What follows belongs to an exercise in optimizing a design on an open flow for small area, a short achievable clock period and few clock cycles; a production flow would make more cautious choices.
The RTL was checked by simulation tests, not by an equivalence proof against the original design.
No activity file was given, so power comes from the tool's default toggle rates.

<file path="flow/run.sh">
#!/bin/bash
# synth_recipe.tcl (not shown) runs the flow's synth.tcl, then flattens the netlist and writes it again
# the make line also repeats each setting of config.mk as NAME=value (left out here)
make -C /OpenROAD-flow-scripts/flow DESIGN_CONFIG=/design/flow/config.mk WORK_HOME=/design/flow/orfs CLKGATE_MAP_FILE= SYNTH_SCRIPT=/design/flow/synth_recipe.tcl finish
</file>
<file path="flow/config.mk">
export PLATFORM = sky130hd
export DESIGN_NAME = wcb_frame_rx
export DESIGN_NICKNAME = wcb_frame_rx
export VERILOG_FILES = /design/flow/design.v
export SDC_FILE = /design/flow/constraint.sdc
export NUM_CORES = 4
export LEC_CHECK = 0
export CAP_MARGIN = 20
export CORE_MARGIN = 2
export CORE_UTILIZATION = 40
export PLACE_DENSITY = 0.6
export SLEW_MARGIN = 20
</file>
<file path="flow/constraint.sdc">
create_clock -name core_clock -period 15.0 [get_ports {clk}]
set_input_delay 3.0000 -clock core_clock [delete_from_list [all_inputs] [get_ports {clk}]]
set_output_delay 3.0000 -clock core_clock [all_outputs]
set_load 0.01 [all_outputs]
</file>
<file path="flow/design.v">
module wcb_frame_rx (
  input  wire        clk,
  input  wire        rst_n,
  input  wire        in_valid,
  output wire        in_ready,
  input  wire [31:0] in_data,
  input  wire [2:0]  in_count,    
  input  wire        in_last,     
  input  wire        timeout,
  output reg         res_valid,
  input  wire        res_ready,
  output reg  [1:0]  res_status,  
  output reg  [7:0]  res_head,
  output reg  [7:0]  res_ver,
  output reg  [7:0]  res_addr,
  output reg  [7:0]  res_func,
  output reg  [15:0] res_start,
  output reg  [15:0] res_dlen,
  output reg  [15:0] res_crc,     
  output wire [15:0] res_calc     
);
  localparam [1:0] ST_OK       = 2'd0;
  localparam [1:0] ST_TRAILER  = 2'd1;
  localparam [1:0] ST_OVERRUN  = 2'd2;
  localparam [1:0] ST_CHECKSUM = 2'd3;
  localparam [7:0] TAIL = 8'h0D;
  function automatic [7:0] table_hi(input [7:0] idx);
    case (idx)
      8'h00: table_hi = 8'h00;
      8'h01: table_hi = 8'hC1;
      8'h02: table_hi = 8'h81;
      8'h03: table_hi = 8'h40;
      8'h04: table_hi = 8'h01;
      8'h05: table_hi = 8'hC0;
      8'h06: table_hi = 8'h80;
      8'h07: table_hi = 8'h41;
      8'h08: table_hi = 8'h01;
      8'h09: table_hi = 8'hC0;
      8'h0A: table_hi = 8'h80;
      8'h0B: table_hi = 8'h41;
      8'h0C: table_hi = 8'h00;
      8'h0D: table_hi = 8'hC1;
      8'h0E: table_hi = 8'h81;
      8'h0F: table_hi = 8'h40;
      8'h10: table_hi = 8'h01;
      8'h11: table_hi = 8'hC0;
      8'h12: table_hi = 8'h80;
      8'h13: table_hi = 8'h41;
      8'h14: table_hi = 8'h00;
      8'h15: table_hi = 8'hC1;
      8'h16: table_hi = 8'h81;
      8'h17: table_hi = 8'h40;
      8'h18: table_hi = 8'h00;
      8'h19: table_hi = 8'hC1;
      8'h1A: table_hi = 8'h81;
      8'h1B: table_hi = 8'h40;
      8'h1C: table_hi = 8'h01;
      8'h1D: table_hi = 8'hC0;
      8'h1E: table_hi = 8'h80;
      8'h1F: table_hi = 8'h41;
      8'h20: table_hi = 8'h01;
      8'h21: table_hi = 8'hC0;
      8'h22: table_hi = 8'h80;
      8'h23: table_hi = 8'h41;
      8'h24: table_hi = 8'h00;
      8'h25: table_hi = 8'hC1;
      8'h26: table_hi = 8'h81;
      8'h27: table_hi = 8'h40;
      8'h28: table_hi = 8'h00;
      8'h29: table_hi = 8'hC1;
      8'h2A: table_hi = 8'h81;
      8'h2B: table_hi = 8'h40;
      8'h2C: table_hi = 8'h01;
      8'h2D: table_hi = 8'hC0;
      8'h2E: table_hi = 8'h80;
      8'h2F: table_hi = 8'h41;
      8'h30: table_hi = 8'h00;
      8'h31: table_hi = 8'hC1;
      8'h32: table_hi = 8'h81;
      8'h33: table_hi = 8'h40;
      8'h34: table_hi = 8'h01;
      8'h35: table_hi = 8'hC0;
      8'h36: table_hi = 8'h80;
      8'h37: table_hi = 8'h41;
      8'h38: table_hi = 8'h01;
      8'h39: table_hi = 8'hC0;
      8'h3A: table_hi = 8'h80;
      8'h3B: table_hi = 8'h41;
      8'h3C: table_hi = 8'h00;
      8'h3D: table_hi = 8'hC1;
      8'h3E: table_hi = 8'h81;
      8'h3F: table_hi = 8'h40;
      8'h40: table_hi = 8'h01;
      8'h41: table_hi = 8'hC0;
      8'h42: table_hi = 8'h80;
      8'h43: table_hi = 8'h41;
      8'h44: table_hi = 8'h00;
      8'h45: table_hi = 8'hC1;
      8'h46: table_hi = 8'h81;
      8'h47: table_hi = 8'h40;
      8'h48: table_hi = 8'h00;
      8'h49: table_hi = 8'hC1;
      8'h4A: table_hi = 8'h81;
      8'h4B: table_hi = 8'h40;
      8'h4C: table_hi = 8'h01;
      8'h4D: table_hi = 8'hC0;
      8'h4E: table_hi = 8'h80;
      8'h4F: table_hi = 8'h41;
      8'h50: table_hi = 8'h00;
      8'h51: table_hi = 8'hC1;
      8'h52: table_hi = 8'h81;
      8'h53: table_hi = 8'h40;
      8'h54: table_hi = 8'h01;
      8'h55: table_hi = 8'hC0;
      8'h56: table_hi = 8'h80;
      8'h57: table_hi = 8'h41;
      8'h58: table_hi = 8'h01;
      8'h59: table_hi = 8'hC0;
      8'h5A: table_hi = 8'h80;
      8'h5B: table_hi = 8'h41;
      8'h5C: table_hi = 8'h00;
      8'h5D: table_hi = 8'hC1;
      8'h5E: table_hi = 8'h81;
      8'h5F: table_hi = 8'h40;
      8'h60: table_hi = 8'h00;
      8'h61: table_hi = 8'hC1;
      8'h62: table_hi = 8'h81;
      8'h63: table_hi = 8'h40;
      8'h64: table_hi = 8'h01;
      8'h65: table_hi = 8'hC0;
      8'h66: table_hi = 8'h80;
      8'h67: table_hi = 8'h41;
      8'h68: table_hi = 8'h01;
      8'h69: table_hi = 8'hC0;
      8'h6A: table_hi = 8'h80;
      8'h6B: table_hi = 8'h41;
      8'h6C: table_hi = 8'h00;
      8'h6D: table_hi = 8'hC1;
      8'h6E: table_hi = 8'h81;
      8'h6F: table_hi = 8'h40;
      8'h70: table_hi = 8'h01;
      8'h71: table_hi = 8'hC0;
      8'h72: table_hi = 8'h80;
      8'h73: table_hi = 8'h41;
      8'h74: table_hi = 8'h00;
      8'h75: table_hi = 8'hC1;
      8'h76: table_hi = 8'h81;
      8'h77: table_hi = 8'h40;
      8'h78: table_hi = 8'h00;
      8'h79: table_hi = 8'hC1;
      8'h7A: table_hi = 8'h81;
      8'h7B: table_hi = 8'h40;
      8'h7C: table_hi = 8'h01;
      8'h7D: table_hi = 8'hC0;
      8'h7E: table_hi = 8'h80;
      8'h7F: table_hi = 8'h41;
      8'h80: table_hi = 8'h01;
      8'h81: table_hi = 8'hC0;
      8'h82: table_hi = 8'h80;
      8'h83: table_hi = 8'h41;
      8'h84: table_hi = 8'h00;
      8'h85: table_hi = 8'hC1;
      8'h86: table_hi = 8'h81;
      8'h87: table_hi = 8'h40;
      8'h88: table_hi = 8'h00;
      8'h89: table_hi = 8'hC1;
      8'h8A: table_hi = 8'h81;
      8'h8B: table_hi = 8'h40;
      8'h8C: table_hi = 8'h01;
      8'h8D: table_hi = 8'hC0;
      8'h8E: table_hi = 8'h80;
      8'h8F: table_hi = 8'h41;
      8'h90: table_hi = 8'h00;
      8'h91: table_hi = 8'hC1;
      8'h92: table_hi = 8'h81;
      8'h93: table_hi = 8'h40;
      8'h94: table_hi = 8'h01;
      8'h95: table_hi = 8'hC0;
      8'h96: table_hi = 8'h80;
      8'h97: table_hi = 8'h41;
      8'h98: table_hi = 8'h01;
      8'h99: table_hi = 8'hC0;
      8'h9A: table_hi = 8'h80;
      8'h9B: table_hi = 8'h41;
      8'h9C: table_hi = 8'h00;
      8'h9D: table_hi = 8'hC1;
      8'h9E: table_hi = 8'h81;
      8'h9F: table_hi = 8'h40;
      8'hA0: table_hi = 8'h00;
      8'hA1: table_hi = 8'hC1;
      8'hA2: table_hi = 8'h81;
      8'hA3: table_hi = 8'h40;
      8'hA4: table_hi = 8'h01;
      8'hA5: table_hi = 8'hC0;
      8'hA6: table_hi = 8'h80;
      8'hA7: table_hi = 8'h41;
      8'hA8: table_hi = 8'h01;
      8'hA9: table_hi = 8'hC0;
      8'hAA: table_hi = 8'h80;
      8'hAB: table_hi = 8'h41;
      8'hAC: table_hi = 8'h00;
      8'hAD: table_hi = 8'hC1;
      8'hAE: table_hi = 8'h81;
      8'hAF: table_hi = 8'h40;
      8'hB0: table_hi = 8'h01;
      8'hB1: table_hi = 8'hC0;
      8'hB2: table_hi = 8'h80;
      8'hB3: table_hi = 8'h41;
      8'hB4: table_hi = 8'h00;
      8'hB5: table_hi = 8'hC1;
      8'hB6: table_hi = 8'h81;
      8'hB7: table_hi = 8'h40;
      8'hB8: table_hi = 8'h00;
      8'hB9: table_hi = 8'hC1;
      8'hBA: table_hi = 8'h81;
      8'hBB: table_hi = 8'h40;
      8'hBC: table_hi = 8'h01;
      8'hBD: table_hi = 8'hC0;
      8'hBE: table_hi = 8'h80;
      8'hBF: table_hi = 8'h41;
      8'hC0: table_hi = 8'h00;
      8'hC1: table_hi = 8'hC1;
      8'hC2: table_hi = 8'h81;
      8'hC3: table_hi = 8'h40;
      8'hC4: table_hi = 8'h01;
      8'hC5: table_hi = 8'hC0;
      8'hC6: table_hi = 8'h80;
      8'hC7: table_hi = 8'h41;
      8'hC8: table_hi = 8'h01;
      8'hC9: table_hi = 8'hC0;
      8'hCA: table_hi = 8'h80;
      8'hCB: table_hi = 8'h41;
      8'hCC: table_hi = 8'h00;
      8'hCD: table_hi = 8'hC1;
      8'hCE: table_hi = 8'h81;
      8'hCF: table_hi = 8'h40;
      8'hD0: table_hi = 8'h01;
      8'hD1: table_hi = 8'hC0;
      8'hD2: table_hi = 8'h80;
      8'hD3: table_hi = 8'h41;
      8'hD4: table_hi = 8'h00;
      8'hD5: table_hi = 8'hC1;
      8'hD6: table_hi = 8'h81;
      8'hD7: table_hi = 8'h40;
      8'hD8: table_hi = 8'h00;
      8'hD9: table_hi = 8'hC1;
      8'hDA: table_hi = 8'h81;
      8'hDB: table_hi = 8'h40;
      8'hDC: table_hi = 8'h01;
      8'hDD: table_hi = 8'hC0;
      8'hDE: table_hi = 8'h80;
      8'hDF: table_hi = 8'h41;
      8'hE0: table_hi = 8'h01;
      8'hE1: table_hi = 8'hC0;
      8'hE2: table_hi = 8'h80;
      8'hE3: table_hi = 8'h41;
      8'hE4: table_hi = 8'h00;
      8'hE5: table_hi = 8'hC1;
      8'hE6: table_hi = 8'h81;
      8'hE7: table_hi = 8'h40;
      8'hE8: table_hi = 8'h00;
      8'hE9: table_hi = 8'hC1;
      8'hEA: table_hi = 8'h81;
      8'hEB: table_hi = 8'h40;
      8'hEC: table_hi = 8'h01;
      8'hED: table_hi = 8'hC0;
      8'hEE: table_hi = 8'h80;
      8'hEF: table_hi = 8'h41;
      8'hF0: table_hi = 8'h00;
      8'hF1: table_hi = 8'hC1;
      8'hF2: table_hi = 8'h81;
      8'hF3: table_hi = 8'h40;
      8'hF4: table_hi = 8'h01;
      8'hF5: table_hi = 8'hC0;
      8'hF6: table_hi = 8'h80;
      8'hF7: table_hi = 8'h41;
      8'hF8: table_hi = 8'h01;
      8'hF9: table_hi = 8'hC0;
      8'hFA: table_hi = 8'h80;
      8'hFB: table_hi = 8'h41;
      8'hFC: table_hi = 8'h00;
      8'hFD: table_hi = 8'hC1;
      8'hFE: table_hi = 8'h81;
      8'hFF: table_hi = 8'h40;
      default: table_hi = 8'h00;
    endcase
  endfunction
  function automatic [7:0] table_lo(input [7:0] idx);
    case (idx)
      8'h00: table_lo = 8'h00;
      8'h01: table_lo = 8'hC0;
      8'h02: table_lo = 8'hC1;
      8'h03: table_lo = 8'h01;
      8'h04: table_lo = 8'hC3;
      8'h05: table_lo = 8'h03;
      8'h06: table_lo = 8'h02;
      8'h07: table_lo = 8'hC2;
      8'h08: table_lo = 8'hC6;
      8'h09: table_lo = 8'h06;
      8'h0A: table_lo = 8'h07;
      8'h0B: table_lo = 8'hC7;
      8'h0C: table_lo = 8'h05;
      8'h0D: table_lo = 8'hC5;
      8'h0E: table_lo = 8'hC4;
      8'h0F: table_lo = 8'h04;
      8'h10: table_lo = 8'hCC;
      8'h11: table_lo = 8'h0C;
      8'h12: table_lo = 8'h0D;
      8'h13: table_lo = 8'hCD;
      8'h14: table_lo = 8'h0F;
      8'h15: table_lo = 8'hCF;
      8'h16: table_lo = 8'hCE;
      8'h17: table_lo = 8'h0E;
      8'h18: table_lo = 8'h0A;
      8'h19: table_lo = 8'hCA;
      8'h1A: table_lo = 8'hCB;
      8'h1B: table_lo = 8'h0B;
      8'h1C: table_lo = 8'hC9;
      8'h1D: table_lo = 8'h09;
      8'h1E: table_lo = 8'h08;
      8'h1F: table_lo = 8'hC8;
      8'h20: table_lo = 8'hD8;
      8'h21: table_lo = 8'h18;
      8'h22: table_lo = 8'h19;
      8'h23: table_lo = 8'hD9;
      8'h24: table_lo = 8'h1B;
      8'h25: table_lo = 8'hDB;
      8'h26: table_lo = 8'hDA;
      8'h27: table_lo = 8'h1A;
      8'h28: table_lo = 8'h1E;
      8'h29: table_lo = 8'hDE;
      8'h2A: table_lo = 8'hDF;
      8'h2B: table_lo = 8'h1F;
      8'h2C: table_lo = 8'hDD;
      8'h2D: table_lo = 8'h1D;
      8'h2E: table_lo = 8'h1C;
      8'h2F: table_lo = 8'hDC;
      8'h30: table_lo = 8'h14;
      8'h31: table_lo = 8'hD4;
      8'h32: table_lo = 8'hD5;
      8'h33: table_lo = 8'h15;
      8'h34: table_lo = 8'hD7;
      8'h35: table_lo = 8'h17;
      8'h36: table_lo = 8'h16;
      8'h37: table_lo = 8'hD6;
      8'h38: table_lo = 8'hD2;
      8'h39: table_lo = 8'h12;
      8'h3A: table_lo = 8'h13;
      8'h3B: table_lo = 8'hD3;
      8'h3C: table_lo = 8'h11;
      8'h3D: table_lo = 8'hD1;
      8'h3E: table_lo = 8'hD0;
      8'h3F: table_lo = 8'h10;
      8'h40: table_lo = 8'hF0;
      8'h41: table_lo = 8'h30;
      8'h42: table_lo = 8'h31;
      8'h43: table_lo = 8'hF1;
      8'h44: table_lo = 8'h33;
      8'h45: table_lo = 8'hF3;
      8'h46: table_lo = 8'hF2;
      8'h47: table_lo = 8'h32;
      8'h48: table_lo = 8'h36;
      8'h49: table_lo = 8'hF6;
      8'h4A: table_lo = 8'hF7;
      8'h4B: table_lo = 8'h37;
      8'h4C: table_lo = 8'hF5;
      8'h4D: table_lo = 8'h35;
      8'h4E: table_lo = 8'h34;
      8'h4F: table_lo = 8'hF4;
      8'h50: table_lo = 8'h3C;
      8'h51: table_lo = 8'hFC;
      8'h52: table_lo = 8'hFD;
      8'h53: table_lo = 8'h3D;
      8'h54: table_lo = 8'hFF;
      8'h55: table_lo = 8'h3F;
      8'h56: table_lo = 8'h3E;
      8'h57: table_lo = 8'hFE;
      8'h58: table_lo = 8'hFA;
      8'h59: table_lo = 8'h3A;
      8'h5A: table_lo = 8'h3B;
      8'h5B: table_lo = 8'hFB;
      8'h5C: table_lo = 8'h39;
      8'h5D: table_lo = 8'hF9;
      8'h5E: table_lo = 8'hF8;
      8'h5F: table_lo = 8'h38;
      8'h60: table_lo = 8'h28;
      8'h61: table_lo = 8'hE8;
      8'h62: table_lo = 8'hE9;
      8'h63: table_lo = 8'h29;
      8'h64: table_lo = 8'hEB;
      8'h65: table_lo = 8'h2B;
      8'h66: table_lo = 8'h2A;
      8'h67: table_lo = 8'hEA;
      8'h68: table_lo = 8'hEE;
      8'h69: table_lo = 8'h2E;
      8'h6A: table_lo = 8'h2F;
      8'h6B: table_lo = 8'hEF;
      8'h6C: table_lo = 8'h2D;
      8'h6D: table_lo = 8'hED;
      8'h6E: table_lo = 8'hEC;
      8'h6F: table_lo = 8'h2C;
      8'h70: table_lo = 8'hE4;
      8'h71: table_lo = 8'h24;
      8'h72: table_lo = 8'h25;
      8'h73: table_lo = 8'hE5;
      8'h74: table_lo = 8'h27;
      8'h75: table_lo = 8'hE7;
      8'h76: table_lo = 8'hE6;
      8'h77: table_lo = 8'h26;
      8'h78: table_lo = 8'h22;
      8'h79: table_lo = 8'hE2;
      8'h7A: table_lo = 8'hE3;
      8'h7B: table_lo = 8'h23;
      8'h7C: table_lo = 8'hE1;
      8'h7D: table_lo = 8'h21;
      8'h7E: table_lo = 8'h20;
      8'h7F: table_lo = 8'hE0;
      8'h80: table_lo = 8'hA0;
      8'h81: table_lo = 8'h60;
      8'h82: table_lo = 8'h61;
      8'h83: table_lo = 8'hA1;
      8'h84: table_lo = 8'h63;
      8'h85: table_lo = 8'hA3;
      8'h86: table_lo = 8'hA2;
      8'h87: table_lo = 8'h62;
      8'h88: table_lo = 8'h66;
      8'h89: table_lo = 8'hA6;
      8'h8A: table_lo = 8'hA7;
      8'h8B: table_lo = 8'h67;
      8'h8C: table_lo = 8'hA5;
      8'h8D: table_lo = 8'h65;
      8'h8E: table_lo = 8'h64;
      8'h8F: table_lo = 8'hA4;
      8'h90: table_lo = 8'h6C;
      8'h91: table_lo = 8'hAC;
      8'h92: table_lo = 8'hAD;
      8'h93: table_lo = 8'h6D;
      8'h94: table_lo = 8'hAF;
      8'h95: table_lo = 8'h6F;
      8'h96: table_lo = 8'h6E;
      8'h97: table_lo = 8'hAE;
      8'h98: table_lo = 8'hAA;
      8'h99: table_lo = 8'h6A;
      8'h9A: table_lo = 8'h6B;
      8'h9B: table_lo = 8'hAB;
      8'h9C: table_lo = 8'h69;
      8'h9D: table_lo = 8'hA9;
      8'h9E: table_lo = 8'hA8;
      8'h9F: table_lo = 8'h68;
      8'hA0: table_lo = 8'h78;
      8'hA1: table_lo = 8'hB8;
      8'hA2: table_lo = 8'hB9;
      8'hA3: table_lo = 8'h79;
      8'hA4: table_lo = 8'hBB;
      8'hA5: table_lo = 8'h7B;
      8'hA6: table_lo = 8'h7A;
      8'hA7: table_lo = 8'hBA;
      8'hA8: table_lo = 8'hBE;
      8'hA9: table_lo = 8'h7E;
      8'hAA: table_lo = 8'h7F;
      8'hAB: table_lo = 8'hBF;
      8'hAC: table_lo = 8'h7D;
      8'hAD: table_lo = 8'hBD;
      8'hAE: table_lo = 8'hBC;
      8'hAF: table_lo = 8'h7C;
      8'hB0: table_lo = 8'hB4;
      8'hB1: table_lo = 8'h74;
      8'hB2: table_lo = 8'h75;
      8'hB3: table_lo = 8'hB5;
      8'hB4: table_lo = 8'h77;
      8'hB5: table_lo = 8'hB7;
      8'hB6: table_lo = 8'hB6;
      8'hB7: table_lo = 8'h76;
      8'hB8: table_lo = 8'h72;
      8'hB9: table_lo = 8'hB2;
      8'hBA: table_lo = 8'hB3;
      8'hBB: table_lo = 8'h73;
      8'hBC: table_lo = 8'hB1;
      8'hBD: table_lo = 8'h71;
      8'hBE: table_lo = 8'h70;
      8'hBF: table_lo = 8'hB0;
      8'hC0: table_lo = 8'h50;
      8'hC1: table_lo = 8'h90;
      8'hC2: table_lo = 8'h91;
      8'hC3: table_lo = 8'h51;
      8'hC4: table_lo = 8'h93;
      8'hC5: table_lo = 8'h53;
      8'hC6: table_lo = 8'h52;
      8'hC7: table_lo = 8'h92;
      8'hC8: table_lo = 8'h96;
      8'hC9: table_lo = 8'h56;
      8'hCA: table_lo = 8'h57;
      8'hCB: table_lo = 8'h97;
      8'hCC: table_lo = 8'h55;
      8'hCD: table_lo = 8'h95;
      8'hCE: table_lo = 8'h94;
      8'hCF: table_lo = 8'h54;
      8'hD0: table_lo = 8'h9C;
      8'hD1: table_lo = 8'h5C;
      8'hD2: table_lo = 8'h5D;
      8'hD3: table_lo = 8'h9D;
      8'hD4: table_lo = 8'h5F;
      8'hD5: table_lo = 8'h9F;
      8'hD6: table_lo = 8'h9E;
      8'hD7: table_lo = 8'h5E;
      8'hD8: table_lo = 8'h5A;
      8'hD9: table_lo = 8'h9A;
      8'hDA: table_lo = 8'h9B;
      8'hDB: table_lo = 8'h5B;
      8'hDC: table_lo = 8'h99;
      8'hDD: table_lo = 8'h59;
      8'hDE: table_lo = 8'h58;
      8'hDF: table_lo = 8'h98;
      8'hE0: table_lo = 8'h88;
      8'hE1: table_lo = 8'h48;
      8'hE2: table_lo = 8'h49;
      8'hE3: table_lo = 8'h89;
      8'hE4: table_lo = 8'h4B;
      8'hE5: table_lo = 8'h8B;
      8'hE6: table_lo = 8'h8A;
      8'hE7: table_lo = 8'h4A;
      8'hE8: table_lo = 8'h4E;
      8'hE9: table_lo = 8'h8E;
      8'hEA: table_lo = 8'h8F;
      8'hEB: table_lo = 8'h4F;
      8'hEC: table_lo = 8'h8D;
      8'hED: table_lo = 8'h4D;
      8'hEE: table_lo = 8'h4C;
      8'hEF: table_lo = 8'h8C;
      8'hF0: table_lo = 8'h44;
      8'hF1: table_lo = 8'h84;
      8'hF2: table_lo = 8'h85;
      8'hF3: table_lo = 8'h45;
      8'hF4: table_lo = 8'h87;
      8'hF5: table_lo = 8'h47;
      8'hF6: table_lo = 8'h46;
      8'hF7: table_lo = 8'h86;
      8'hF8: table_lo = 8'h82;
      8'hF9: table_lo = 8'h42;
      8'hFA: table_lo = 8'h43;
      8'hFB: table_lo = 8'h83;
      8'hFC: table_lo = 8'h41;
      8'hFD: table_lo = 8'h81;
      8'hFE: table_lo = 8'h80;
      8'hFF: table_lo = 8'h40;
      default: table_lo = 8'h00;
    endcase
  endfunction
  reg [16:0] pos;        
  reg [16:0] exp_len;    
  reg [7:0]  crc_hi;     
  reg [7:0]  crc_lo;
  reg        dropping;   
  assign in_ready = !res_valid;
  assign res_calc = {crc_lo, crc_hi};
  wire accept = in_valid && in_ready;
  reg [16:0] n_pos;
  reg [16:0] n_exp;
  reg [7:0]  n_crc_hi, n_crc_lo;
  reg [7:0]  n_head, n_ver, n_addr, n_func;
  reg [15:0] n_start, n_dlen, n_crc;
  reg        n_done;
  reg [1:0]  n_status;
  reg [7:0]  b;
  reg [7:0]  idx;
  integer    i;
  always @* begin
    n_pos    = pos;
    n_exp    = exp_len;
    n_crc_hi = crc_hi;
    n_crc_lo = crc_lo;
    n_head   = res_head;
    n_ver    = res_ver;
    n_addr   = res_addr;
    n_func   = res_func;
    n_start  = res_start;
    n_dlen   = res_dlen;
    n_crc    = res_crc;
    n_done   = 1'b0;
    n_status = ST_OK;
    b        = 8'h00;
    idx      = 8'h00;
    for (i = 0; i < 4; i = i + 1) begin
      if (i < in_count && !n_done) begin
        b = in_data[8*i +: 8];
        if (n_pos == 17'd0) begin
          n_crc_hi = 8'hFF;
          n_crc_lo = 8'hFF;
        end
        case (n_pos)
          17'd0: n_head         = b;
          17'd1: n_ver          = b;
          17'd2: n_addr         = b;
          17'd3: n_func         = b;
          17'd4: n_start[15:8]  = b;
          17'd5: n_start[7:0]   = b;
          17'd6: n_dlen[15:8]   = b;
          17'd7: begin
            n_dlen[7:0] = b;
            n_exp       = {1'b0, n_dlen[15:8], b} + 17'd11;
          end
          default: ;
        endcase
        if (n_pos < 17'd8 || n_pos < n_exp - 17'd3) begin
          idx      = n_crc_hi ^ b;
          n_crc_hi = n_crc_lo ^ table_hi(idx);
          n_crc_lo = table_lo(idx);
        end
        if (n_pos >= 17'd8) begin
          if (n_pos == n_exp - 17'd3) n_crc[15:8] = b;
          if (n_pos == n_exp - 17'd2) n_crc[7:0]  = b;
          if (n_pos == n_exp - 17'd1) begin
            n_done = 1'b1;
            if (i + 1 < in_count || !in_last)
              n_status = ST_OVERRUN;
            else if (b != TAIL)
              n_status = ST_TRAILER;
            else if ({n_crc_lo, n_crc_hi} != n_crc)
              n_status = ST_CHECKSUM;
            else
              n_status = ST_OK;
          end
        end
        n_pos = n_pos + 17'd1;
      end
    end
  end
  always @(posedge clk) begin
    if (!rst_n) begin
      pos       <= 17'd0;
      res_valid <= 1'b0;
      dropping  <= 1'b0;
    end else begin
      if (res_valid && res_ready)
        res_valid <= 1'b0;
      if (accept) begin
        if (dropping) begin
          if (in_last) dropping <= 1'b0;
        end else begin
          exp_len   <= n_exp;
          crc_hi    <= n_crc_hi;
          crc_lo    <= n_crc_lo;
          res_head  <= n_head;
          res_ver   <= n_ver;
          res_addr  <= n_addr;
          res_func  <= n_func;
          res_start <= n_start;
          res_dlen  <= n_dlen;
          res_crc   <= n_crc;
          if (n_done) begin
            pos        <= 17'd0;
            res_valid  <= 1'b1;
            res_status <= n_status;
            dropping   <= !in_last;
          end else begin
            pos <= n_pos;
          end
        end
      end else if (timeout && !dropping) begin
        pos <= 17'd0;
      end
    end
  end
endmodule
</file>
==> run_results.csv <==
group,metric,value,unit
outcome,status,"timing/DRC/antenna clean",
timing,worst_pin_slew,1190,ps
floorplanning,rows,95,
global_routing,grt_max_degree,62,
floorplanning,start_util,40.6,%
setup_path,reg2reg_slack,2300,ps
route,first_pass_iters,8,
setup_path,path_class,"primary input to flip-flop",
worst_hold_path,hold_start,"res_valid",
final_layout,antenna_cells,0,
yosys,syn_avg_cell_area,7.16,µm²
final_layout,layout.nets,4096,
final_layout,syn_to_final_growth,13.9,%
timing,drv_slew,0,
yosys,yosysUniqueCellTypes,115,
worst_hold_path,whs_endpoint,"res_valid",
placement,port_buffers,140,
route,antenna_left,0,
power,irDropWorstVdd,0.381,mV
route,totalWireLength,142000,µm
clocking,post-cts-setup-buffers,0,
timing,slew_headroom,19.9,%
timing,hold_violations,0,
worst_hold_path,hold_path.class,"flip-flop to flip-flop",
clocking,cts_made_buffers,17,
timing,fin_crit,14410,ps
timing,finalSetupViolations,0,
global_routing,grt_overflow,0,
timing,finClkSkew,16.1,ps
setup_path,startpoint_type,"primary input",
yosys,ys_ff_latch,134,
final_layout,multi_input_area,0.0222,mm²
setup_path,critPathArrivalTime,14620,ps
timing,clock.fmax,69.4,MHz
route,drc,0,
clocking,cts.path.max_buffers,2,
yosys,yosys_warnings,1,
job,max_cap_viol_count,0,
yosys,syn_area,0.0273,mm²
final_layout,final_common_cell,"nand2_1",
clocking,clock-sinks,134,
clocking,insertion_delay,480,ps
power,power_leakage,12.4,nW
floorplanning,ioPinCount,141,
global_routing,antenna_found_initial,6,
floorplanning,die_area,0.0705,mm²
placement,placedCellCount,4802,
yosys,ys.flop_type,"edfxtp_1",
setup_path,cp.required,15210,ps
final_layout,fill_cells,6891,
setup_path,rr_worst_depth,53,
setup_path,worst_setup_path_end_kind,"flip-flop",
global_routing,grt_pass1_wl,202000,µm
clocking,root_buffer,"clkbuf_16",
clocking,htreeDepth,4,
placement,dp_hpwl,114000,µm
global_routing,grt.total_usage,39.0,%
timing,grt_setup_unrepaired,"false",
setup_path,slowest_delay,630,ps
yosys,synth_cells,3818,
setup_path,crit_buf_inv,6,
floorplanning,die_width,265,µm
route,viasPerCell,6.51,
final_layout,design_area,0.0311,mm²
yosys,synth_nets,3966,
setup_path,r2r_end,"res_status[0]",
final_layout,fin_util,46.2,%
setup_path,cpLargestDelayFamily,"simple AND/OR/NAND/NOR gates",
route,vias,31500,
setup_path,crit_path_top_delay_cell,"or4_1",
yosys,synth_edf_count,115,
timing,finalSetupTns,0,ps
final_layout,register_area,0.00383,mm²
setup_path,cp_max_fo,38,
final_layout,final_cells,4834,
final_layout,most-common-layout-cells,"nand2_1, nor2_1, xnor2_1",
global_routing,grt_pass1_vias,28600,
setup_path,r2r_start,"pos[1]",
worst_hold_path,hold_depth,2,
placement,place.gp.congestion,1.09,
clocking,cts_tree,"yes",
route,wire_per_inst,29.3,µm
yosys,ys_async_sr_fraction,0,%
floorplanning,die_h,265,µm
placement,placed_cell_area,0.0305,mm²
clocking,clk_pin_slew,80,ps
route,first_iter_violations,4494,
yosys,yosysSeqAreaShare,14.0,%
final_layout,drive_above_1_share,10.9,%
power,p_per_area,166,mW/mm²
timing,finalCritPeriodShare,96.1,%
timing,hold_ws,493,ps
floorplanning,coreArea,0.0674,mm²
how the worst max path moves through the flow:
stage                     start  slack [ps]       endpoint  depth (start not counted)
finish              in_count[2]         590  res_status[0]                         46
floorplan           in_count[2]          80  res_status[1]                         66
global placement    in_count[2]         -80  res_status[1]                         45
global route        in_count[2]           1  res_status[1]                         58
CTS                 in_count[2]         340  res_status[1]                         55
detailed placement  in_count[2]        -170  res_status[1]                         55
report_power, final:
part           internal [mW]  switching [mW]  leakage [nW]
clock                  0.249           0.200         0.287
combinational           1.66            2.43          10.9
sequential             0.533           0.100          1.23
per-stage QoR:
stage	setup slack [ps]	total power, mW
finish	588	5.18
global route	1.44	5.42
CTS	339	5.05
detailed placement	-173	4.57
global placement	-77.6	4.61
floorplan	80.8	3.38
metal layers:
metal  routed length (µm)  GRT usage, %
met4                10100          23.0
met2                60100          59.0
met5                   47             0
met3                16000          8.60
met1                55500          50.6
worst min-delay path, cell delays in order, from the launching register on:
cell and delay (ps):
dfxtp_1 330, nand2_1 60, o21bai_1 50
cells by family after synthesis:
| group | Yosys count | synth area share, % |
|---|---|---|
| multiplexers | 308 | 11.7 |
| flip-flops | 134 | 14.0 |
| buffers and inverters | 353 | 5.51 |
| XOR/XNOR | 501 | 16.6 |
| adder cells (fa/ha/maj) | 107 | 4.90 |
| AO/OA/AOI/OAI | 877 | 19.9 |
| AND/OR/NAND/NOR | 1538 | 27.4 |
state kept, by name, summed over array words and instances (netlist names), 2 cells and up:
name,cells
exp_len,17
pos,17
res_crc,16
res_dlen,16
res_start,16
crc_hi,8
crc_lo,8
res_addr,8
res_func,8
res_head,8
res_ver,8
res_status,2
repair_timing:
item / CTS / global route
endpoints found under the setup margin: 0 / 2
hold buffers: 0 / 0
gates resized for setup: 0 / 21
Yosys cell counts, types with 27 or more instances:
library cell | n | area, µm²
and2_1 | 36 | 225
nor2_1 | 403 | 1510
o21ai_0 | 257 | 1290
or3_1 | 40 | 250
a31oi_1 | 27 | 169
nor4_1 | 54 | 338
nand2b_1 | 51 | 319
nand4_1 | 68 | 425
buf_2 | 45 | 225
o31ai_1 | 29 | 218
inv_1 | 84 | 315
or2_2 | 27 | 169
a211oi_1 | 41 | 308
nor3_1 | 84 | 420
xnor2_1 | 324 | 2840
edfxtp_1 | 115 | 3450
nor2b_1 | 40 | 250
mux2_2 | 52 | 586
o211ai_1 | 68 | 510
a21oi_1 | 245 | 1230
ha_1 | 107 | 1340
and3_1 | 40 | 250
mux2i_1 | 248 | 2480
clkbuf_1 | 163 | 612
xor2_1 | 165 | 1450
nand2_1 | 464 | 1740
nand3_1 | 126 | 631
area by class of cell:
type | count | share of cell area (%)
clock inverters | 15 | 0.538
repair buffers | 368 | 9.99
inverters | 96 | 1.16
well taps | 873 | 3.51
multi-input cells | 3331 | 71.1
flip-flops and latches | 134 | 12.3
clock buffers | 17 | 1.37
Testbench counts, summed over its fixed seeds: cycles 8,010.

[port drivers added, routing unchanged]
No port has a modelled driver above. Below, the same layout with a new extraction and two added sets of constraints.
Step 1 sets driving cells, clkbuf_16 on the clock port and buf_2 on the other inputs (assumed; they add their load-dependent delay and slew).
Step 2 also shifts input and output timing later by t, the mid clock arrival at the registers, as if the neighbouring blocks saw the same clock.
a / b / c = ideal / step 1 / step 2; a / b = the first two.
t, ns: 0.534
setup slack, ns: 0.588 / 0.618 / 0.084
worst setup path at the end: input to register
worst slew at a driven data input, ns: 0.10
After both steps setup and hold are still met in this run. The setup slack of this run moves by +0.030 ns with the drivers and by -0.504 ns with both steps.
